What follows belongs to an exercise in optimizing a design on an open flow for small area; a production flow would make more cautious choices. No run shown here included a check of the RTL's function; only the layout flow was run. Power figures rest on the tool's default switching activity, not on a simulated workload.

==> flow/design.v <==
module pipe_core (
    input  wire        clk,
    input  wire        rst,
    output wire [31:0] imem_addr,
    input  wire [31:0] imem_rdata,
    output wire [4:0]  rf_raddr1,
    output wire [4:0]  rf_raddr2,
    input  wire [31:0] rf_rdata1,
    input  wire [31:0] rf_rdata2,
    output wire        rf_we,
    output wire [4:0]  rf_waddr,
    output wire [31:0] rf_wdata,
    output wire [31:0] dmem_addr,
    output wire        dmem_re,
    output wire        dmem_we,
    output wire [31:0] dmem_wdata,
    input  wire [31:0] dmem_rdata,
    output wire [31:0] pc,
    output wire [31:0] ifid_instr,
    output wire [31:0] idex_instr,
    output wire [31:0] exmem_instr,
    output wire [31:0] memwb_instr
);
    reg [31:2] pc_q;         
    reg [31:0] ifid_q;
    reg [31:0] idex_q;
    reg [31:0] exmem_q;
    reg [31:0] memwb_q;
    reg [31:0] ex_a_q;       
    reg [31:0] ex_b_q;       
    reg [31:0] mem_alu_q;    
    reg [31:0] mem_wd_q;     
    reg [31:0] wb_q;         
    wire [5:0] d_op = ifid_q[31:26];
    wire [4:0] d_rs = ifid_q[25:21];
    wire [4:0] d_rt = ifid_q[20:16];
    wire [5:0] e_op = idex_q[31:26];
    wire       e_rtype = (e_op == 6'h00);
    wire       e_lw    = (e_op == 6'h23);
    wire       e_wr    = e_rtype | e_lw;
    wire [4:0] e_dst   = e_op[0] ? idex_q[20:16] : idex_q[15:11];
    wire [5:0] m_op = exmem_q[31:26];
    wire       m_lw = (m_op == 6'h23);
    wire       m_sw = (m_op == 6'h2B);
    wire       m_wr = (m_op == 6'h00) | m_lw;
    wire [4:0] m_dst = m_op[0] ? exmem_q[20:16] : exmem_q[15:11];
    wire [5:0] w_op = memwb_q[31:26];
    wire       w_wr = (w_op == 6'h00) | (w_op == 6'h23);
    wire [4:0] w_dst = w_op[0] ? memwb_q[20:16] : memwb_q[15:11];
    wire [5:0]  e_fn  = idex_q[5:0];
    wire        e_imm = e_op[5];
    wire [31:0] e_b   = e_imm ? {{16{idex_q[15]}}, idex_q[15:0]} : ex_b_q;
    wire        e_sub = ~e_imm & e_fn[1];
    wire [32:0] e_sum;
    pc_bk_add #(.N(32)) u_alu_add (.a(ex_a_q), .b(e_b ^ {32{e_sub}}), .cin(e_sub), .s(e_sum[31:0]), .cout(e_sum[32]));
    wire        e_lt  = ~e_sum[32];
    wire        e_fok   = e_fn[5] & ~e_fn[4];
    wire        e_addsub = e_imm | (e_fok & e_fn[3:0] == 4'h0) | (e_fok & e_fn[3:0] == 4'h2);
    wire        e_and   = ~e_imm & e_fok & (e_fn[3:0] == 4'h4);
    wire        e_or    = ~e_imm & e_fok & (e_fn[3:0] == 4'h5);
    wire        e_slt   = ~e_imm & e_fok & (e_fn[3:0] == 4'hA);
    wire [31:0] e_res = ({32{e_addsub}} & e_sum[31:0])
                      | ({32{e_and}} & (ex_a_q & ex_b_q))
                      | ({32{e_or}}  & (ex_a_q | ex_b_q))
                      | {31'd0, e_slt & e_lt};
    wire [31:0] m_wb = m_lw ? dmem_rdata : mem_alu_q;
    wire [4:0] f_rs = imem_rdata[25:21];
    wire [4:0] f_rt = imem_rdata[20:16];
    wire [5:0] d_opx = ifid_q[31:26];
    wire       d_wr  = (d_opx == 6'h00) | (d_opx == 6'h23);
    wire [4:0] d_dst = d_opx[0] ? ifid_q[20:16] : ifid_q[15:11];
    reg m_hit_rs, m_hit_rt, e_hit_rs, e_hit_rt;
    always @(posedge clk) begin
        if (rst) begin
            m_hit_rs <= 1'b0;
            m_hit_rt <= 1'b0;
            e_hit_rs <= 1'b0;
            e_hit_rt <= 1'b0;
        end else begin
            m_hit_rs <= e_wr & (e_dst == f_rs) & (|f_rs);
            m_hit_rt <= e_wr & (e_dst == f_rt) & (|f_rt);
            e_hit_rs <= d_wr & (d_dst == f_rs) & (|f_rs);
            e_hit_rt <= d_wr & (d_dst == f_rt) & (|f_rt);
        end
    end
    wire [31:0] d_eq_a = m_hit_rs ? mem_alu_q : rf_rdata1;
    wire [31:0] d_eq_b = m_hit_rt ? mem_alu_q : rf_rdata2;
    wire        d_equal = (d_eq_a == d_eq_b);
    wire a_se = e_hit_rs;
    wire a_sl = ~e_hit_rs & m_hit_rs & m_lw;
    wire a_sq = ~e_hit_rs & ~(m_hit_rs & m_lw);
    wire b_se = e_hit_rt;
    wire b_sl = ~e_hit_rt & m_hit_rt & m_lw;
    wire b_sq = ~e_hit_rt & ~(m_hit_rt & m_lw);
    wire [31:0] d_fa = ({32{a_se}} & e_res) | ({32{a_sl}} & dmem_rdata) | ({32{a_sq}} & d_eq_a);
    wire [31:0] d_fb = ({32{b_se}} & e_res) | ({32{b_sl}} & dmem_rdata) | ({32{b_sq}} & d_eq_b);
    wire        d_beq   = (d_op == 6'h04);
    wire        d_j     = (d_op == 6'h02);
    wire        d_taken = d_beq & d_equal;
    wire [15:0] pc_lo = pc_q[17:2];
    wire [13:0] pc_hi = pc_q[31:18];
    wire [15:0] br_lo;
    wire        br_c16;
    pc_bk_add #(.N(16)) u_pc_br (.a(pc_lo), .b(ifid_q[15:0]), .cin(1'b1), .s(br_lo), .cout(br_c16));
    reg  [16:0] lo_run;      
    reg  [13:0] hi_inc;      
    reg  [13:0] hi_dec;      
    integer k;
    always @(*) begin
        lo_run[0] = 1'b1;
        for (k = 0; k < 16; k = k + 1) lo_run[k+1] = lo_run[k] & pc_lo[k];
        hi_inc[0] = 1'b1;
        hi_dec[0] = 1'b1;
        for (k = 0; k < 13; k = k + 1) begin
            hi_inc[k+1] = hi_inc[k] & pc_hi[k];
            hi_dec[k+1] = hi_dec[k] & ~pc_hi[k];
        end
    end
    wire        br_up   = ~ifid_q[15] & br_c16;
    wire        br_down = ifid_q[15] & ~br_c16;
    wire [29:0] d_pc4 = {pc_hi ^ ({14{lo_run[16]}} & hi_inc), pc_lo ^ lo_run[15:0]};
    wire [29:0] d_br  = {pc_hi ^ (({14{br_up}} & hi_inc) | ({14{br_down}} & hi_dec)), br_lo};
    wire [29:0] d_seq   = d_taken ? d_br : d_pc4;
    wire [31:2] d_next  = d_j ? {d_pc4[29:26], ifid_q[25:0]} : d_seq;
    assign imem_addr   = {pc_q, 2'b00};
    assign pc          = {pc_q, 2'b00};
    assign rf_raddr1   = d_rs;
    assign rf_raddr2   = d_rt;
    assign rf_we       = w_wr;
    assign rf_waddr    = w_dst;
    assign rf_wdata    = wb_q;
    assign dmem_addr   = mem_alu_q;
    assign dmem_re     = m_lw;
    assign dmem_we     = m_sw;
    assign dmem_wdata  = mem_wd_q;
    assign ifid_instr  = ifid_q;
    assign idex_instr  = idex_q;
    assign exmem_instr = exmem_q;
    assign memwb_instr = memwb_q;
    always @(posedge clk) begin
        if (rst) begin
            pc_q    <= 30'd0;
            ifid_q  <= 32'd0;
            idex_q  <= 32'd0;
            exmem_q <= 32'd0;
            memwb_q <= 32'd0;
        end else begin
            pc_q    <= d_next;
            ifid_q  <= imem_rdata;
            idex_q  <= ifid_q;
            exmem_q <= idex_q;
            memwb_q <= exmem_q;
        end
    end
    always @(posedge clk) begin
        ex_a_q    <= d_fa;
        ex_b_q    <= d_fb;
        mem_alu_q <= e_res;
        mem_wd_q  <= ex_b_q;
        wb_q      <= m_wb;
    end
endmodule
module pc_bk_add #(parameter N = 32) (
    input  wire [N-1:0] a,
    input  wire [N-1:0] b,
    input  wire         cin,
    output wire [N-1:0] s,
    output wire         cout
);
    localparam integer TOPD = (N > 32) ? 32 : (N > 16) ? 16 : (N > 8) ? 8 : (N > 4) ? 4 : (N > 2) ? 2 : 1;
    reg [N-1:0] g, p;
    reg [N:0]   c;
    integer i, d;
    always @(*) begin
        g = a & b;
        p = a ^ b;
        g[0] = g[0] | (p[0] & cin);
        for (d = 1; d < N; d = d * 2)
            for (i = 2 * d - 1; i < N; i = i + 2 * d) begin
                g[i] = g[i] | (p[i] & g[i-d]);
                p[i] = p[i] & p[i-d];
            end
        for (d = TOPD; d >= 1; d = d / 2)
            for (i = 3 * d - 1; i < N; i = i + 2 * d) begin
                g[i] = g[i] | (p[i] & g[i-d]);
                p[i] = p[i] & p[i-d];
            end
        c[0] = cin;
        for (i = 0; i < N; i = i + 1)
            c[i+1] = g[i];
    end
    assign s    = a ^ b ^ c[N-1:0];
    assign cout = c[N];
endmodule
==> flow/flow/run.sh <==
#!/bin/bash
set -euo pipefail
bash standard.sh \
  "BUFFER_PORTS_ARGS=-buffer_cell sky130_fd_sc_hd__buf_1" \
  "CTS_ARGS=-sink_clustering_enable -repair_clock_nets -buf_list sky130_fd_sc_hd__clkbuf_8 -sink_clustering_size 16 -sink_clustering_max_diameter 70 -dont_use_dummy_load" \
  finish > standard.log 2>&1
==> flow/standard.sh <==
#!/bin/bash
# synth_recipe.tcl (not shown) runs the flow's synth.tcl, then flattens the netlist and writes it again
# the make line also repeats each setting of config.mk as NAME=value (left out here)
make -C /OpenROAD-flow-scripts/flow DESIGN_CONFIG=/design/flow/config.mk WORK_HOME=/design/flow/orfs CLKGATE_MAP_FILE= SYNTH_SCRIPT=/design/flow/synth_recipe.tcl "${@:-finish}"
==> flow/config.mk <==
export PLATFORM = sky130hd
export DESIGN_NAME = pipe_core
export DESIGN_NICKNAME = pipe_core
export VERILOG_FILES = /design/flow/design.v
export SDC_FILE = /design/flow/constraint.sdc
export NUM_CORES = 4
export LEC_CHECK = 0
export CAP_MARGIN = 20
export CORE_MARGIN = 2
export CORE_UTILIZATION = 60
export SLEW_MARGIN = 20
==> flow/constraint.sdc <==
create_clock -name core_clock -period 5.5 [get_ports {clk}]
set_input_delay 1.1000 -clock core_clock [delete_from_list [all_inputs] [get_ports {clk}]]
set_output_delay 1.1000 -clock core_clock [all_outputs]
set_load 0.01 [all_outputs]
==> results of run 1 <==
cell families (layout without fill, tap and decap cells):
family,after synthesis,count (layout),share of synthesized area
xor+xnor,132,132,0.0736
buf+inv,208,547,0.0638
mux,95,95,0.0622
fa+ha+maj,119,119,0.101
simple gates,518,518,0.163
flops,322,322,0.411
compound gates,320,320,0.125
other cells,1,5,0.000239
report_power, final:
part,switching [uW],total (uW),internal [uW]
clock network,747,1150,406
registers,153,2620,2470
logic,505,850,345
total,1400,4620,3220
layer usage:
layer,track usage,vias to the layer above,share of wire
met3,0.0551,135,0.081
met4,0.146,0,0.047
met2,0.537,679,0.45
met5,0,-,0
li1,-,6441,-
met1,0.448,6334,0.42
path summary, 6_finish.rpt:
path | startpoint | to | slack (ns) | cells past startpoint
worst max-delay path | idex_q[1]$_SDFF_PP0_ | ex_a_q[30]$_DFF_P_ | 0.85 | 16
worst min-delay path | ex_b_q[4]$_DFF_P_ | mem_wd_q[4]$_DFF_P_ | 0.37 | 0
worst max register to register | idex_q[1]$_SDFF_PP0_ | ex_a_q[30]$_DFF_P_ | 0.85 | 16
worst min register to register | ex_b_q[4]$_DFF_P_ | mem_wd_q[4]$_DFF_P_ | 0.37 | 0
worst max-delay path, stage by stage (launching register included):
cell                      delay, ns
sky130_fd_sc_hd__dfxtp_2       0.65
sky130_fd_sc_hd__buf_4         0.31
sky130_fd_sc_hd__xnor2_1       0.09
sky130_fd_sc_hd__o21ai_0       0.27
sky130_fd_sc_hd__ha_1          0.31
sky130_fd_sc_hd__a21o_1        0.16
sky130_fd_sc_hd__a21oi_1       0.17
sky130_fd_sc_hd__nor3b_1       0.26
sky130_fd_sc_hd__nand2_1       0.11
sky130_fd_sc_hd__a31oi_1       0.49
sky130_fd_sc_hd__o21ai_0       0.23
sky130_fd_sc_hd__or2_2         0.33
sky130_fd_sc_hd__a31oi_1       0.24
sky130_fd_sc_hd__fa_1          0.45
sky130_fd_sc_hd__o21ai_0       0.28
sky130_fd_sc_hd__nand2_1       0.09
sky130_fd_sc_hd__o21ai_0       0.10
sequential cells by signal, indices dropped and copies added, names as in the netlist:
name       flops
ex_a_q        32
ex_b_q        32
exmem_q       32
idex_q        32
ifid_q        32
mem_alu_q     32
mem_wd_q      32
memwb_q       32
wb_q          32
pc_q          30
e_hit_rs       1
e_hit_rt       1
m_hit_rs       1
m_hit_rt       1
through the flow:
stage          hold slack [ns]  power, uW
2_1_floorplan            0.353       3180
3_3_place_gp             0.375       3490
3_5_place_dp             0.375       3500
4_1_cts                  0.374       4630
5_1_grt                  0.383       4820
6_report                 0.368       4620
cell usage after synthesis (3+ instances only):
cell type,number
sky130_fd_sc_hd__o21ai_0,147
sky130_fd_sc_hd__nor2_1,101
sky130_fd_sc_hd__buf_4,49
sky130_fd_sc_hd__nor3b_1,3
sky130_fd_sc_hd__a31o_2,4
sky130_fd_sc_hd__nor2b_1,133
sky130_fd_sc_hd__or3_1,9
sky130_fd_sc_hd__a22o_1,11
sky130_fd_sc_hd__nand2_1,168
sky130_fd_sc_hd__nand2b_1,9
sky130_fd_sc_hd__o22ai_1,5
sky130_fd_sc_hd__a21oi_1,58
sky130_fd_sc_hd__mux2i_1,74
sky130_fd_sc_hd__nor4_1,10
sky130_fd_sc_hd__o21bai_1,4
sky130_fd_sc_hd__and3_1,14
sky130_fd_sc_hd__ha_1,63
sky130_fd_sc_hd__mux2_2,21
sky130_fd_sc_hd__inv_1,69
sky130_fd_sc_hd__o31ai_1,4
sky130_fd_sc_hd__a211oi_1,14
sky130_fd_sc_hd__a32o_1,4
sky130_fd_sc_hd__or2_2,3
sky130_fd_sc_hd__nand3_1,18
sky130_fd_sc_hd__a21o_1,25
sky130_fd_sc_hd__buf_2,10
sky130_fd_sc_hd__buf_1,10
sky130_fd_sc_hd__a22oi_1,3
sky130_fd_sc_hd__xor2_1,77
sky130_fd_sc_hd__a2111oi_0,4
sky130_fd_sc_hd__dfxtp_1,322
sky130_fd_sc_hd__a222oi_1,3
sky130_fd_sc_hd__o221ai_1,3
sky130_fd_sc_hd__a31oi_1,8
sky130_fd_sc_hd__nor3_1,20
sky130_fd_sc_hd__nand4_1,15
sky130_fd_sc_hd__or4_1,3
sky130_fd_sc_hd__xnor2_1,55
sky130_fd_sc_hd__fa_1,24
sky130_fd_sc_hd__a41o_1,3
sky130_fd_sc_hd__clkbuf_1,67
sky130_fd_sc_hd__o2111ai_1,3
sky130_fd_sc_hd__maj3_1,32
cell type report:
cell class              count  area share
clock buffers              25      0.0196
multi-input cells        1188       0.472
diodes                      1    0.000143
inverters                  69      0.0148
repair buffers            453       0.102
well taps                 335      0.0239
flip-flops and latches    322       0.368
==> impl_metrics.py, run 1 <==
metrics = {
    "layout": {
        "nNetsFinal": 2276,
        "post_route_cells_drive_above_1_share": 0.0433,
        "final-seq-area_mm2": 0.00646,
        "layout.cells.non_filler": 2393,
        "fin_util": 0.679,
        "multi_input_comb_area_mm2": 0.00828,
        "cell_area_after_layout_mm2": 0.0176,
        "fillCellCount": 2198,
        "most-common-layout-cells": "430 x sky130_fd_sc_hd__buf_1, 316 x sky130_fd_sc_hd__dfxtp_1, 168 x sky130_fd_sc_hd__nand2_1",
        "area.growth.synth_to_final_pct": 11.8,
        "final_common_cell": "sky130_fd_sc_hd__buf_1",
    },
    "sta": {
        "grt_setup_unrepaired": "no",
        "timing.max_slew.rel_slack": 0.415,
        "timing.setup.tns_ns": 0,
        "finalCriticalPeriod_ns": 4.65,
        "max_clk_rate_mhz": 215,
        "setup_viol": 0,
        "timing.final.max_slew_violations": 0,
        "setup_slack_ns": 0.845,
        "max_slew.worst_pin.slew_ns": 0.877,
        "hold_viol": 0,
        "final_min_period_over_clock_period": 0.846,
        "worst_clock_skew_ns": 0.0583,
    },
    "yosys": {
        "post_synth_edffs": 0,
        "synth.ff_latch_count": 322,
        "synth_largest_area_cell": "sky130_fd_sc_hd__dfxtp_1",
        "synthesis.area_per_instance_um2": 9.15,
        "post_synth_main_area_contributors": "sky130_fd_sc_hd__dfxtp_1 41%, sky130_fd_sc_hd__nor2b_1 5.3%, sky130_fd_sc_hd__ha_1 5.0%",
        "synth_top_area_frac": 0.411,
        "synth.distinct_cells": 70,
        "mappedNetlistArea_mm2": 0.0157,
        "yosys_warnings": 3,
        "netlist_instances": 1715,
        "ys_dominant_reg_cell": "sky130_fd_sc_hd__dfxtp_1",
        "sequential_cell_area_fraction_in_the_yosys_report": 0.411,
        "async_flop_share": 0,
    },
    "grt": {
        "grt_overflow": 0,
        "grt_first_pass_wirelength_um": 73000,
        "grt_max_degree": 73,
        "globalRouteTotalUtil": 0.335,
        "grt_pass1_vias": 12832,
        "grt_antenna_before_repair": 1,
    },
    "placed_design": {
        "io_buffers": 431,
        "estimated_wirelength_of_the_detail_placed_design_um": 36800,
        "place_inst": 2367,
        "dpl-instance-area_mm2": 0.0172,
        "dpl_worst_slack_ns": 0.940,
        "place_congestion": 0.965,
    },
    "cts": {
        "post_cts.repair.setup_buffers": 0,
        "cts.htree.levels": 1,
        "ctsLongestPathBuffers": 3,
        "clock_sink_count": 322,
        "tritoncts_clock_tree": "yes",
        "cts_root_buf": "sky130_fd_sc_hd__clkbuf_8",
        "cts_resized": 0,
        "cts_buffers": 25,
        "clk-insertion-delay-late_ns": 0.61,
        "clk_transition_reported_paths_ns": 0.10,
        "cts_hold_buf": 0,
    },
    "critical_path": {
        "setup.worst_path.start_class": "flop",
        "timing.setup.critical_path_class": "flop to flop",
        "cp.required_ns": 6.00,
        "end_kind": "flop",
        "worstPathArrival_ns": 5.16,
        "crit_fanout": 16,
    },
    "floorplanning": {
        "die_y_um": 166,
        "initial_core_util": 0.608,
        "die-area_mm2": 0.0275,
        "die_w_um": 166,
        "rows": 59,
        "ioPinCount": 436,
        "design.core.area_mm2": 0.0258,
    },
    "pwr": {
        "p_leak_uw": 0.00712,
        "peakVddDrop_v": 0.000222,
        "cell_pwr_density_mw_per_mm2": 263,
    },
    "flow_run": {
        "maxCapViolCount": 0,
    },
    "detailed_routing": {
        "drt_pass1_iterations": 5,
        "post_drt_via_cell_ratio": 5.68,
        "first_iter_violations": 1339,
        "detailroute.via_count": 13589,
        "drc": 0,
        "detail_route.wirelength_um": 48000,
        "wl_per_cell_um": 20.1,
        "ant_nets": 0,
    },
    "hold_path": {
        "min_path_type": "flop to flop",
    },
    "run_status": {
        "status": "no timing/DRC/antenna violations",
    },
}
==> inputs of run 2 (changes only) <==
--- a/flow/design.v
+++ b/flow/design.v
@@ -28,6 +28,8 @@
     reg [31:0] memwb_q;
     reg [31:0] ex_a_q;       
     reg [31:0] ex_b_q;       
+    reg        x_e_rs, x_e_rt;   
+    reg        x_l_rs, x_l_rt;   
     reg [31:0] mem_alu_q;    
     reg [31:0] mem_wd_q;     
     reg [31:0] wb_q;         
@@ -49,10 +51,14 @@
     wire [4:0] w_dst = w_op[0] ? memwb_q[20:16] : memwb_q[15:11];
     wire [5:0]  e_fn  = idex_q[5:0];
     wire        e_imm = e_op[5];
-    wire [31:0] e_b   = e_imm ? {{16{idex_q[15]}}, idex_q[15:0]} : ex_b_q;
+    wire [31:0] e_fa = ({32{x_e_rs}} & mem_alu_q) | ({32{~x_e_rs & x_l_rs}} & wb_q)
+                     | ({32{~x_e_rs & ~x_l_rs}} & ex_a_q);
+    wire [31:0] e_fb = ({32{x_e_rt}} & mem_alu_q) | ({32{~x_e_rt & x_l_rt}} & wb_q)
+                     | ({32{~x_e_rt & ~x_l_rt}} & ex_b_q);
+    wire [31:0] e_b   = e_imm ? {{16{idex_q[15]}}, idex_q[15:0]} : e_fb;
     wire        e_sub = ~e_imm & e_fn[1];
     wire [32:0] e_sum;
-    pc_bk_add #(.N(32)) u_alu_add (.a(ex_a_q), .b(e_b ^ {32{e_sub}}), .cin(e_sub), .s(e_sum[31:0]), .cout(e_sum[32]));
+    pc_bk_add #(.N(32)) u_alu_add (.a(e_fa), .b(e_b ^ {32{e_sub}}), .cin(e_sub), .s(e_sum[31:0]), .cout(e_sum[32]));
     wire        e_lt  = ~e_sum[32];
     wire        e_fok   = e_fn[5] & ~e_fn[4];
     wire        e_addsub = e_imm | (e_fok & e_fn[3:0] == 4'h0) | (e_fok & e_fn[3:0] == 4'h2);
@@ -60,8 +66,8 @@
     wire        e_or    = ~e_imm & e_fok & (e_fn[3:0] == 4'h5);
     wire        e_slt   = ~e_imm & e_fok & (e_fn[3:0] == 4'hA);
     wire [31:0] e_res = ({32{e_addsub}} & e_sum[31:0])
-                      | ({32{e_and}} & (ex_a_q & ex_b_q))
-                      | ({32{e_or}}  & (ex_a_q | ex_b_q))
+                      | ({32{e_and}} & (e_fa & e_fb))
+                      | ({32{e_or}}  & (e_fa | e_fb))
                       | {31'd0, e_slt & e_lt};
     wire [31:0] m_wb = m_lw ? dmem_rdata : mem_alu_q;
     wire [4:0] f_rs = imem_rdata[25:21];
@@ -86,14 +92,6 @@
     wire [31:0] d_eq_a = m_hit_rs ? mem_alu_q : rf_rdata1;
     wire [31:0] d_eq_b = m_hit_rt ? mem_alu_q : rf_rdata2;
     wire        d_equal = (d_eq_a == d_eq_b);
-    wire a_se = e_hit_rs;
-    wire a_sl = ~e_hit_rs & m_hit_rs & m_lw;
-    wire a_sq = ~e_hit_rs & ~(m_hit_rs & m_lw);
-    wire b_se = e_hit_rt;
-    wire b_sl = ~e_hit_rt & m_hit_rt & m_lw;
-    wire b_sq = ~e_hit_rt & ~(m_hit_rt & m_lw);
-    wire [31:0] d_fa = ({32{a_se}} & e_res) | ({32{a_sl}} & dmem_rdata) | ({32{a_sq}} & d_eq_a);
-    wire [31:0] d_fb = ({32{b_se}} & e_res) | ({32{b_sl}} & dmem_rdata) | ({32{b_sq}} & d_eq_b);
     wire        d_beq   = (d_op == 6'h04);
     wire        d_j     = (d_op == 6'h02);
     wire        d_taken = d_beq & d_equal;
@@ -153,10 +151,14 @@
         end
     end
     always @(posedge clk) begin
-        ex_a_q    <= d_fa;
-        ex_b_q    <= d_fb;
+        ex_a_q    <= d_eq_a;
+        ex_b_q    <= d_eq_b;
+        x_e_rs    <= e_hit_rs;
+        x_e_rt    <= e_hit_rt;
+        x_l_rs    <= m_hit_rs & m_lw;
+        x_l_rt    <= m_hit_rt & m_lw;
         mem_alu_q <= e_res;
-        mem_wd_q  <= ex_b_q;
+        mem_wd_q  <= e_fb;
         wb_q      <= m_wb;
     end
 endmodule
==> impl_metrics.py, run 2 <==
metrics = {
    "critical_path": {
        "end_kind": "flop",
        "setup.worst_path.start_class": "flop",
        "rrSetupSlack_ns": 0.32,
        "cp.required_ns": 5.94,
        "worstPathArrival_ns": 5.62,
        "crit_fanout": 7,
        "timing.setup.critical_path_class": "flop to flop",
    },
    "sta": {
        "timing.final.max_slew_violations": 0,
        "max_slew.worst_pin.slew_ns": 1.06,
        "grt_setup_unrepaired": "no",
        "worst_clock_skew_ns": 0.0466,
        "hold_viol": 0,
        "timing.max_slew.rel_slack": 0.288,
        "finalCriticalPeriod_ns": 5.18,
        "setup_viol": 0,
        "hold_slack_ns": 0.338,
        "final_min_period_over_clock_period": 0.942,
        "timing.setup.tns_ns": 0,
        "max_clk_rate_mhz": 193,
    },
    "detailed_routing": {
        "first_iter_violations": 1032,
        "drc": 0,
        "wl_per_cell_um": 20.9,
        "detail_route.wirelength_um": 49200,
        "drt_pass1_iterations": 5,
        "ant_nets": 0,
        "detailroute.via_count": 13400,
        "post_drt_via_cell_ratio": 5.68,
    },
    "placed_design": {
        "io_buffers": 431,
        "estimated_wirelength_of_the_detail_placed_design_um": 37700,
        "place_congestion": 0.927,
    },
    "cts": {
        "cts.htree.levels": 1,
        "clk-insertion-delay-late_ns": 0.59,
        "cts_buffers": 25,
        "tritoncts_clock_tree": "yes",
        "clk_transition_reported_paths_ns": 0.10,
        "ctsLongestPathBuffers": 3,
        "cts_hold_buf": 0,
        "clock_sink_count": 326,
        "cts_root_buf": "sky130_fd_sc_hd__clkbuf_8",
    },
    "grt": {
        "grt_antenna_before_repair": 1,
        "grt_first_pass_wirelength_um": 73000,
        "grt_overflow": 0,
        "grt_max_degree": 82,
        "globalRouteTotalUtil": 0.330,
        "grt_pass1_vias": 12619,
    },
    "floorplanning": {
        "initial_core_util": 0.606,
        "die-area_mm2": 0.0284,
        "die_y_um": 169,
        "die_w_um": 169,
        "ioPinCount": 436,
        "design.core.area_mm2": 0.0268,
        "rows": 60,
    },
    "yosys": {
        "synth.area.mux_share": 0.126,
        "synth.distinct_cells": 73,
        "yosysMostFrequentCell": "sky130_fd_sc_hd__dfxtp_1",
        "synth_top_family_by_area": "simple AND/OR/NAND/NOR gates",
        "synth_top_area_frac": 0.402,
        "post_synth_edffs": 0,
        "synthesis.area_per_instance_um2": 9.73,
        "ys_dominant_reg_cell": "sky130_fd_sc_hd__dfxtp_1",
        "synth_largest_area_cell": "sky130_fd_sc_hd__dfxtp_1",
        "yosys_warnings": 3,
        "mappedNetlistArea_mm2": 0.0163,
        "synth-adder-area-share": 0.0978,
        "synthXorXnorAreaFrac": 0.0663,
        "post_synth_main_area_contributors": "sky130_fd_sc_hd__dfxtp_1 40%, sky130_fd_sc_hd__mux2i_1 7.1%, sky130_fd_sc_hd__mux2_2 5.2%",
        "post_synth_and_or_nand_nor_area_fraction": 0.140,
        "synth.ff_latch_count": 326,
        "sequential_cell_area_fraction_in_the_yosys_report": 0.402,
        "synth_compound_gate_area_share": 0.108,
        "async_flop_share": 0,
        "netlist_instances": 1670,
        "synth_commonest_cells": "326 x sky130_fd_sc_hd__dfxtp_1, 134 x sky130_fd_sc_hd__nor2b_1, 116 x sky130_fd_sc_hd__mux2i_1",
    },
    "flow_run": {
        "maxCapViolCount": 0,
    },
    "layout": {
        "final_common_cell": "sky130_fd_sc_hd__buf_1",
        "nNetsFinal": 2236,
        "area.growth.synth_to_final_pct": 11.8,
        "antennaDiodeCount": 0,
        "most-common-layout-cells": "430 x sky130_fd_sc_hd__buf_1, 318 x sky130_fd_sc_hd__dfxtp_1, 134 x sky130_fd_sc_hd__nor2b_1",
        "post_route_cells_drive_above_1_share": 0.0724,
    },
    "hold_path": {
        "min_path_type": "flop to flop",
    },
    "pwr": {
        "cell_pwr_density_mw_per_mm2": 260,
        "p_leak_uw": 0.00723,
        "peakVddDrop_v": 0.000255,
    },
    "run_status": {
        "status": "no timing/DRC/antenna violations",
    },
}
run 2: changes by cell type after synthesis, moves of 10 or more:
cell,delta
sky130_fd_sc_hd__a211oi_1,-10
sky130_fd_sc_hd__nor2_1,-39
sky130_fd_sc_hd__nand2_1,-67
sky130_fd_sc_hd__o22ai_1,+13
sky130_fd_sc_hd__o21a_1,+17
sky130_fd_sc_hd__a2bb2oi_1,+10
sky130_fd_sc_hd__o21ai_0,-58
sky130_fd_sc_hd__mux2i_1,+42
sky130_fd_sc_hd__mux2_2,+54
run 2: where the power goes:
| part | switching, uW | internal, uW | total [uW] |
|---|---|---|---|
| logic | 514 | 379 | 893 |
| clock network | 751 | 407 | 1160 |
| registers | 173 | 2500 | 2670 |
run 2: final cells by class:
cell class / instances / area (um2)
Fill cell: 2307 / 8630
Sequential cell: 326 / 6540
Clock buffer: 25 / 344
Multi-Input combinational cell: 1136 / 8760
Inverter: 73 / 274
Timing Repair Buffer: 457 / 1830
Tap cell: 341 / 427
run 2: what timing repair did:
action	4_1_cts	5_1_grt
resized for setup	0	1
buffers inserted	0	0
setup endpoints to repair	0	2
run 2: kinds of logic (layout without fill, tap and decap cells):
kind of cell,count (synthesis),in the layout
multiplexers,194,194
XOR/XNOR,123,123
buffers and inverters,211,555
flip-flops,326,326
AO/OA/AOI/OAI,271,271
adder cells (fa/ha/maj),119,119
other,1,4
AND/OR/NAND/NOR,425,425
run 2: path summary, 6_finish.rpt:
kind	startpoint	to	cells after the start
min reg2reg	e_hit_rs$_SDFF_PP0_	x_e_rs$_DFF_P_	0
max reg2reg	pc_q[2]$_SDFF_PP0_	pc_q[29]$_SDFF_PP0_	22
min	e_hit_rs$_SDFF_PP0_	x_e_rs$_DFF_P_	0
max	pc_q[2]$_SDFF_PP0_	pc_q[29]$_SDFF_PP0_	22
run 2: stage by stage:
stage | util | cell area, um2 | total power, uW | cells | worst slack (ns)
floorplan | - | 16300 | 3250 | 1673 | 0.549
global placement | 0.665 | 17800 | 3580 | 2333 | 0.463
detailed placement | 0.665 | 17800 | 3600 | 2333 | 0.337
CTS | 0.678 | 18200 | 4730 | 2358 | 0.313
global route | 0.678 | 18200 | 4920 | 2358 | 0.0291
finish | 0.678 | 18200 | 4720 | 2358 | 0.321
run 2: critical path: stages (launching register included):
cell	delay [ns]
sky130_fd_sc_hd__dfxtp_1	0.37
sky130_fd_sc_hd__inv_1	0.07
sky130_fd_sc_hd__ha_1	0.14
sky130_fd_sc_hd__inv_1	0.05
sky130_fd_sc_hd__fa_1	0.40
sky130_fd_sc_hd__a21o_1	0.17
sky130_fd_sc_hd__a21o_1	0.20
sky130_fd_sc_hd__a21o_1	0.18
sky130_fd_sc_hd__a21o_1	0.19
sky130_fd_sc_hd__a21o_1	0.22
sky130_fd_sc_hd__a211oi_1	0.32
sky130_fd_sc_hd__o31ai_1	0.19
sky130_fd_sc_hd__a21oi_1	0.23
sky130_fd_sc_hd__o21ba_2	0.15
sky130_fd_sc_hd__ha_1	0.18
sky130_fd_sc_hd__nand3b_1	0.18
sky130_fd_sc_hd__or3_1	0.47
sky130_fd_sc_hd__or4_1	0.45
sky130_fd_sc_hd__nor3_1	0.32
sky130_fd_sc_hd__mux2i_1	0.13
sky130_fd_sc_hd__mux2i_1	0.22
sky130_fd_sc_hd__xnor2_1	0.15
sky130_fd_sc_hd__nor2_1	0.05
run 2: metal layers:
layer	share of wire	global-route usage	up-vias	routed length, um
li1	-	-	6377	-
met1	0.44	0.453	6354	21600
met2	0.47	0.547	581	23000
met3	0.065	0.0456	88	3210
met4	0.028	0.0933	0	1380
met5	0	0	-	0
==> inputs of run 3 (changes only) <==
--- a/flow/design.v
+++ b/flow/design.v
@@ -28,8 +28,6 @@
     reg [31:0] memwb_q;
     reg [31:0] ex_a_q;       
     reg [31:0] ex_b_q;       
-    reg        x_e_rs, x_e_rt;   
-    reg        x_l_rs, x_l_rt;   
     reg [31:0] mem_alu_q;    
     reg [31:0] mem_wd_q;     
     reg [31:0] wb_q;         
@@ -51,14 +49,10 @@
     wire [4:0] w_dst = w_op[0] ? memwb_q[20:16] : memwb_q[15:11];
     wire [5:0]  e_fn  = idex_q[5:0];
     wire        e_imm = e_op[5];
-    wire [31:0] e_fa = ({32{x_e_rs}} & mem_alu_q) | ({32{~x_e_rs & x_l_rs}} & wb_q)
-                     | ({32{~x_e_rs & ~x_l_rs}} & ex_a_q);
-    wire [31:0] e_fb = ({32{x_e_rt}} & mem_alu_q) | ({32{~x_e_rt & x_l_rt}} & wb_q)
-                     | ({32{~x_e_rt & ~x_l_rt}} & ex_b_q);
-    wire [31:0] e_b   = e_imm ? {{16{idex_q[15]}}, idex_q[15:0]} : e_fb;
+    wire [31:0] e_b   = e_imm ? {{16{idex_q[15]}}, idex_q[15:0]} : ex_b_q;
     wire        e_sub = ~e_imm & e_fn[1];
     wire [32:0] e_sum;
-    pc_bk_add #(.N(32)) u_alu_add (.a(e_fa), .b(e_b ^ {32{e_sub}}), .cin(e_sub), .s(e_sum[31:0]), .cout(e_sum[32]));
+    pc_bk_add #(.N(32)) u_alu_add (.a(ex_a_q), .b(e_b ^ {32{e_sub}}), .cin(e_sub), .s(e_sum[31:0]), .cout(e_sum[32]));
     wire        e_lt  = ~e_sum[32];
     wire        e_fok   = e_fn[5] & ~e_fn[4];
     wire        e_addsub = e_imm | (e_fok & e_fn[3:0] == 4'h0) | (e_fok & e_fn[3:0] == 4'h2);
@@ -66,8 +60,8 @@
     wire        e_or    = ~e_imm & e_fok & (e_fn[3:0] == 4'h5);
     wire        e_slt   = ~e_imm & e_fok & (e_fn[3:0] == 4'hA);
     wire [31:0] e_res = ({32{e_addsub}} & e_sum[31:0])
-                      | ({32{e_and}} & (e_fa & e_fb))
-                      | ({32{e_or}}  & (e_fa | e_fb))
+                      | ({32{e_and}} & (ex_a_q & ex_b_q))
+                      | ({32{e_or}}  & (ex_a_q | ex_b_q))
                       | {31'd0, e_slt & e_lt};
     wire [31:0] m_wb = m_lw ? dmem_rdata : mem_alu_q;
     wire [4:0] f_rs = imem_rdata[25:21];
@@ -92,21 +86,30 @@
     wire [31:0] d_eq_a = m_hit_rs ? mem_alu_q : rf_rdata1;
     wire [31:0] d_eq_b = m_hit_rt ? mem_alu_q : rf_rdata2;
     wire        d_equal = (d_eq_a == d_eq_b);
+    wire a_se = e_hit_rs;
+    wire a_sl = ~e_hit_rs & m_hit_rs & m_lw;
+    wire a_sc = ~e_hit_rs & m_hit_rs & ~m_lw;
+    wire a_sr = ~e_hit_rs & ~m_hit_rs;
+    wire b_se = e_hit_rt;
+    wire b_sl = ~e_hit_rt & m_hit_rt & m_lw;
+    wire b_sc = ~e_hit_rt & m_hit_rt & ~m_lw;
+    wire b_sr = ~e_hit_rt & ~m_hit_rt;
+    wire [31:0] d_fa = ({32{a_se}} & e_res) | ({32{a_sl}} & dmem_rdata)
+                     | ({32{a_sc}} & mem_alu_q) | ({32{a_sr}} & rf_rdata1);
+    wire [31:0] d_fb = ({32{b_se}} & e_res) | ({32{b_sl}} & dmem_rdata)
+                     | ({32{b_sc}} & mem_alu_q) | ({32{b_sr}} & rf_rdata2);
     wire        d_beq   = (d_op == 6'h04);
     wire        d_j     = (d_op == 6'h02);
     wire        d_taken = d_beq & d_equal;
     wire [15:0] pc_lo = pc_q[17:2];
     wire [13:0] pc_hi = pc_q[31:18];
-    wire [15:0] br_lo;
-    wire        br_c16;
-    pc_bk_add #(.N(16)) u_pc_br (.a(pc_lo), .b(ifid_q[15:0]), .cin(1'b1), .s(br_lo), .cout(br_c16));
-    reg  [16:0] lo_run;      
+    wire [15:0] nx_lo;
+    wire        nx_c16;
+    pc_bk_add #(.N(16)) u_pc_add (.a(pc_lo), .b(ifid_q[15:0] & {16{d_taken}}), .cin(1'b1), .s(nx_lo), .cout(nx_c16));
     reg  [13:0] hi_inc;      
     reg  [13:0] hi_dec;      
     integer k;
     always @(*) begin
-        lo_run[0] = 1'b1;
-        for (k = 0; k < 16; k = k + 1) lo_run[k+1] = lo_run[k] & pc_lo[k];
         hi_inc[0] = 1'b1;
         hi_dec[0] = 1'b1;
         for (k = 0; k < 13; k = k + 1) begin
@@ -114,12 +117,11 @@
             hi_dec[k+1] = hi_dec[k] & ~pc_hi[k];
         end
     end
-    wire        br_up   = ~ifid_q[15] & br_c16;
-    wire        br_down = ifid_q[15] & ~br_c16;
-    wire [29:0] d_pc4 = {pc_hi ^ ({14{lo_run[16]}} & hi_inc), pc_lo ^ lo_run[15:0]};
-    wire [29:0] d_br  = {pc_hi ^ (({14{br_up}} & hi_inc) | ({14{br_down}} & hi_dec)), br_lo};
-    wire [29:0] d_seq   = d_taken ? d_br : d_pc4;
-    wire [31:2] d_next  = d_j ? {d_pc4[29:26], ifid_q[25:0]} : d_seq;
+    wire        nx_neg  = d_taken & ifid_q[15];
+    wire        nx_up   = ~nx_neg & nx_c16;
+    wire        nx_down = nx_neg & ~nx_c16;
+    wire [29:0] d_seq = {pc_hi ^ (({14{nx_up}} & hi_inc) | ({14{nx_down}} & hi_dec)), nx_lo};
+    wire [31:2] d_next  = d_j ? {d_seq[29:26], ifid_q[25:0]} : d_seq;
     assign imem_addr   = {pc_q, 2'b00};
     assign pc          = {pc_q, 2'b00};
     assign rf_raddr1   = d_rs;
@@ -151,14 +153,10 @@
         end
     end
     always @(posedge clk) begin
-        ex_a_q    <= d_eq_a;
-        ex_b_q    <= d_eq_b;
-        x_e_rs    <= e_hit_rs;
-        x_e_rt    <= e_hit_rt;
-        x_l_rs    <= m_hit_rs & m_lw;
-        x_l_rt    <= m_hit_rt & m_lw;
+        ex_a_q    <= d_fa;
+        ex_b_q    <= d_fb;
         mem_alu_q <= e_res;
-        mem_wd_q  <= e_fb;
+        mem_wd_q  <= ex_b_q;
         wb_q      <= m_wb;
     end
 endmodule
==> impl_metrics.py, run 3 <==
metrics = {
    "critical_path": {
        "critical_path.reg2reg.endpoint": "pc_q[26]$_SDFF_PP0_",
        "setup.worst_path.start_class": "flop",
        "cp.required_ns": 6.02,
        "rrSetupSlack_ns": -0.18,
        "timing.setup.critical_path_class": "flop to flop",
        "crit_fanout": 11,
        "critical-path-max-stage-delay_ns": 0.63,
        "crit-reg2reg-launch": "m_hit_rt$_SDFF_PP0_",
        "cp_slowest_cell": "sky130_fd_sc_hd__or4b_4",
        "worstRegToRegCells": 23,
        "worstPathArrival_ns": 6.21,
        "end_kind": "flop",
        "path_cells": "buf_4 > buf_12 > mux2i_1 > xnor2_1 > nor4_2 > nand4_1 > o41a_1 > buf_6 > buf_4 > nor3_2 > ha_1 > or3_1 > o21ai_0 > a21oi_2 > a41oi_2 > a211o_1 > ha_2 > or4b_4 > or4b_4 > nor2_4 > a21oi_2 > xor2_1 > o31ai_1",
    },
    "layout": {
        "nNetsFinal": 2370,
        "most-common-layout-cells": "430 x sky130_fd_sc_hd__buf_1, 317 x sky130_fd_sc_hd__dfxtp_1, 177 x sky130_fd_sc_hd__nand2_1",
        "post_route_cells_drive_above_1_share": 0.104,
        "fillCellCount": 2023,
        "fin_util": 0.732,
        "final_common_cell": "sky130_fd_sc_hd__buf_1",
        "area.growth.synth_to_final_pct": 19.6,
        "cell_area_after_layout_mm2": 0.0185,
    },
    "detailed_routing": {
        "ant_nets": 0,
        "first_iter_violations": 1155,
        "post_drt_via_cell_ratio": 5.55,
        "drt_pass1_iterations": 7,
        "detailroute.via_count": 13866,
        "drc": 0,
        "detail_route.wirelength_um": 48300,
        "wl_per_cell_um": 19.3,
    },
    "sta": {
        "hold_viol": 0,
        "setup_slack_ns": -0.184,
        "timing.max_slew.rel_slack": 0.288,
        "worst_clock_skew_ns": 0.0818,
        "setup_viol": 6,
        "final_min_period_over_clock_period": 1.03,
        "grt_setup_unrepaired": "yes",
        "finalCriticalPeriod_ns": 5.68,
        "max_slew.worst_pin.slew_ns": 1.07,
        "max_clk_rate_mhz": 176,
        "hold_slack_ns": 0.340,
        "timing.final.max_slew_violations": 0,
    },
    "grt": {
        "grt_pass1_vias": 12938,
        "grt_overflow": 0,
        "grt_max_degree": 65,
        "globalRouteTotalUtil": 0.340,
        "grt_first_pass_wirelength_um": 71500,
        "grt_antenna_before_repair": 1,
    },
    "yosys": {
        "post_synth_edffs": 0,
        "synth_commonest_cells": "322 x sky130_fd_sc_hd__dfxtp_1, 177 x sky130_fd_sc_hd__nand2_1, 151 x sky130_fd_sc_hd__o21ai_0",
        "synth_top_area_frac": 0.417,
        "synth.distinct_cells": 70,
        "yosys_warnings": 3,
        "netlist_instances": 1705,
        "post_synth_main_area_contributors": "sky130_fd_sc_hd__dfxtp_1 42%, sky130_fd_sc_hd__nor2b_1 5.5%, sky130_fd_sc_hd__o21ai_0 4.9%",
        "async_flop_share": 0,
        "synthesis.area_per_instance_um2": 9.07,
        "synth_largest_area_cell": "sky130_fd_sc_hd__dfxtp_1",
        "synth.ff_latch_count": 322,
        "ys_dominant_reg_cell": "sky130_fd_sc_hd__dfxtp_1",
        "yosysMostFrequentCell": "sky130_fd_sc_hd__dfxtp_1",
        "mappedNetlistArea_mm2": 0.0155,
        "sequential_cell_area_fraction_in_the_yosys_report": 0.417,
    },
    "floorplanning": {
        "die_y_um": 165,
        "die-area_mm2": 0.0271,
        "design.core.area_mm2": 0.0253,
        "initial_core_util": 0.612,
        "ioPinCount": 436,
        "rows": 58,
        "die_w_um": 165,
    },
    "hold_path": {
        "holdPathStages": 0,
        "min_path_type": "flop to flop",
        "hold-path-endpoint": "mem_wd_q[8]$_DFF_P_",
        "worst_hold_startpoint": "ex_b_q[8]$_DFF_P_",
    },
    "run_status": {
        "status": "finished with violations",
        "failed_layout_checks": "setup timing",
    },
    "pwr": {
        "p_leak_uw": 0.00720,
        "total_power_uw": 4660,
        "cell_pwr_density_mw_per_mm2": 252,
        "peakVddDrop_v": 0.000246,
    },
    "cts": {
        "cts_buffers": 25,
        "clk-insertion-delay-late_ns": 0.61,
        "cts.htree.levels": 1,
        "clk_transition_reported_paths_ns": 0.10,
        "ctsLongestPathBuffers": 3,
        "cts_root_buf": "sky130_fd_sc_hd__clkbuf_8",
        "clock_sink_count": 322,
        "tritoncts_clock_tree": "yes",
        "cts_hold_buf": 0,
    },
    "placed_design": {
        "io_buffers": 431,
        "dpl-instance-area_mm2": 0.0178,
        "place_congestion": 0.975,
        "estimated_wirelength_of_the_detail_placed_design_um": 37300,
    },
    "flow_run": {
        "maxCapViolCount": 0,
    },
}
## run 3: changes by cell type in the layout (fill, tap and decap cells not counted), moves of 19 or more
| cell | delta |
|---|---|
| sky130_fd_sc_hd__buf_4 | +105 |
| sky130_fd_sc_hd__ha_1 | -19 |
| sky130_fd_sc_hd__nand2_1 | +76 |
| sky130_fd_sc_hd__mux2i_1 | -50 |
| sky130_fd_sc_hd__nor2_1 | +28 |
| sky130_fd_sc_hd__mux2_2 | -70 |
| sky130_fd_sc_hd__xnor2_1 | +29 |
| sky130_fd_sc_hd__o21ai_0 | +60 |
## run 3: what timing repair did
item / 4_1_cts / 5_1_grt
buffers inserted: 9 / 9
pin swaps: 21 / 23
cloned: 1 / 0
endpoints found under the setup margin: 7 / 10
resized for setup: 12 / 27
## run 3: critical path, delay by kind of cell, from the launching register on
| kind | cells | cell delay, ns |
|---|---|---|
| adders and majority gates | 2 | 0.45 |
| and+or+nand+nor | 7 | 2.24 |
| AOI/OAI and AO/OA | 7 | 1.35 |
| buffers and inverters | 4 | 0.58 |
| xor gates and xnor gates | 2 | 0.35 |
| DFF | 1 | 0.40 |
| muxes | 1 | 0.22 |
## run 3: logic make-up (layout without fill, tap and decap cells)
| family | after synthesis | in the layout | synth area share |
|---|---|---|---|
| muxes | 75 | 75 | 0.0489 |
| and+or+nand+nor | 543 | 543 | 0.180 |
| other | 1 | 6 | 0.000242 |
| DFF | 322 | 322 | 0.417 |
| adders and majority gates | 103 | 103 | 0.0898 |
| AOI/OAI and AO/OA | 317 | 317 | 0.122 |
| buffers and inverters | 206 | 665 | 0.0644 |
| xor gates and xnor gates | 138 | 138 | 0.0781 |
## run 3: per-layer routing
metal  global-route usage  vias to the layer above  routed length, um
met5                    0                        -                  0
met4                0.123                        0               1870
met3               0.0349                      124               3110
met2                0.583                      592              23400
met1                0.445                     6518              19900
li1                     -                     6632                  -
## run 3: how the worst max path moves through the flow
| stage | endpoint | start | slack [ns] | cells after the start |
|---|---|---|---|---|
| after floorplan | pc_q[27]$_SDFF_PP0_ | rf_rdata2[30] | -0.1 | 23 |
| after global placement | pc_q[28]$_SDFF_PP0_ | rf_rdata1[16] | -0.69 | 22 |
| after detailed placement | pc_q[28]$_SDFF_PP0_ | rf_rdata1[16] | -0.85 | 22 |
| after CTS | pc_q[27]$_SDFF_PP0_ | m_hit_rt$_SDFF_PP0_ | -0.02 | 23 |
| after global routing | pc_q[28]$_SDFF_PP0_ | m_hit_rt$_SDFF_PP0_ | -0.32 | 27 |
| final | pc_q[26]$_SDFF_PP0_ | m_hit_rt$_SDFF_PP0_ | -0.18 | 23 |
## run 3: final cells by class
| type | instances | area (um2) | share of cell area |
|---|---|---|---|
| diodes | 2 | 5.00 | 0.000271 |
| clock buffers | 25 | 344 | 0.0186 |
| inverters | 69 | 259 | 0.0140 |
| multi-input cells | 1180 | 8270 | 0.447 |
| flip-flops and latches | 322 | 6460 | 0.349 |
| well taps | 330 | 413 | 0.0223 |
| repair buffers | 571 | 2750 | 0.149 |
## run 3: stage by stage
step	instances	worst slack [ns]	TNS, ns
after floorplan	1708	-0.0959	-0.415
after global placement	2453	-0.687	-5.11
after detailed placement	2454	-0.852	-6.66
after CTS	2488	-0.0249	-0.0249
after global routing	2498	-0.323	-2.03
final	2499	-0.184	-0.721
## run 3: power by group
group | total [uW] | leakage, uW | internal [uW] | switching, uW
sequential | 2600 | 0.00266 | 2460 | 136
combinational | 911 | 0.00436 | 379 | 532
clock | 1150 | 0.000180 | 407 | 744
total | 4660 | 0.00720 | 3250 | 1410

-- re-timing with driven ports --
No port has a modelled driver above. Below, the same layouts with a new extraction and two added sets of constraints.
Step 1, drivers: a clkbuf_16 drives clk and a buf_2 each remaining input, both assumed.
Step 2 adds t to the input delays and takes it off the output delays; t is the mean of the earliest and latest rising clock arrival at the registers after step 1. Input paths then give back, and output paths get back, about the clock's delay inside the block.
Slacks: ideal ports / drivers / drivers and shift; pairs: ideal ports / drivers.
run | t (ns) | slack for setup (ns) | slew at the worst register clock pin (ns) | cell pins on the clock port's net
run 1 | 0.623 | 0.845 / 0.845 / 0.845 | 0.12 / 0.12 | 1
run 2 | 0.621 | 0.321 / 0.321 / 0.321 | 0.12 / 0.12 | 1
run 3 | 0.615 | -0.184 / -0.184 / -0.748 | 0.11 / 0.11 | 1
The setup slack of run 3, which loses most, moves by 0.000 ns with the drivers and by -0.564 ns with both steps.
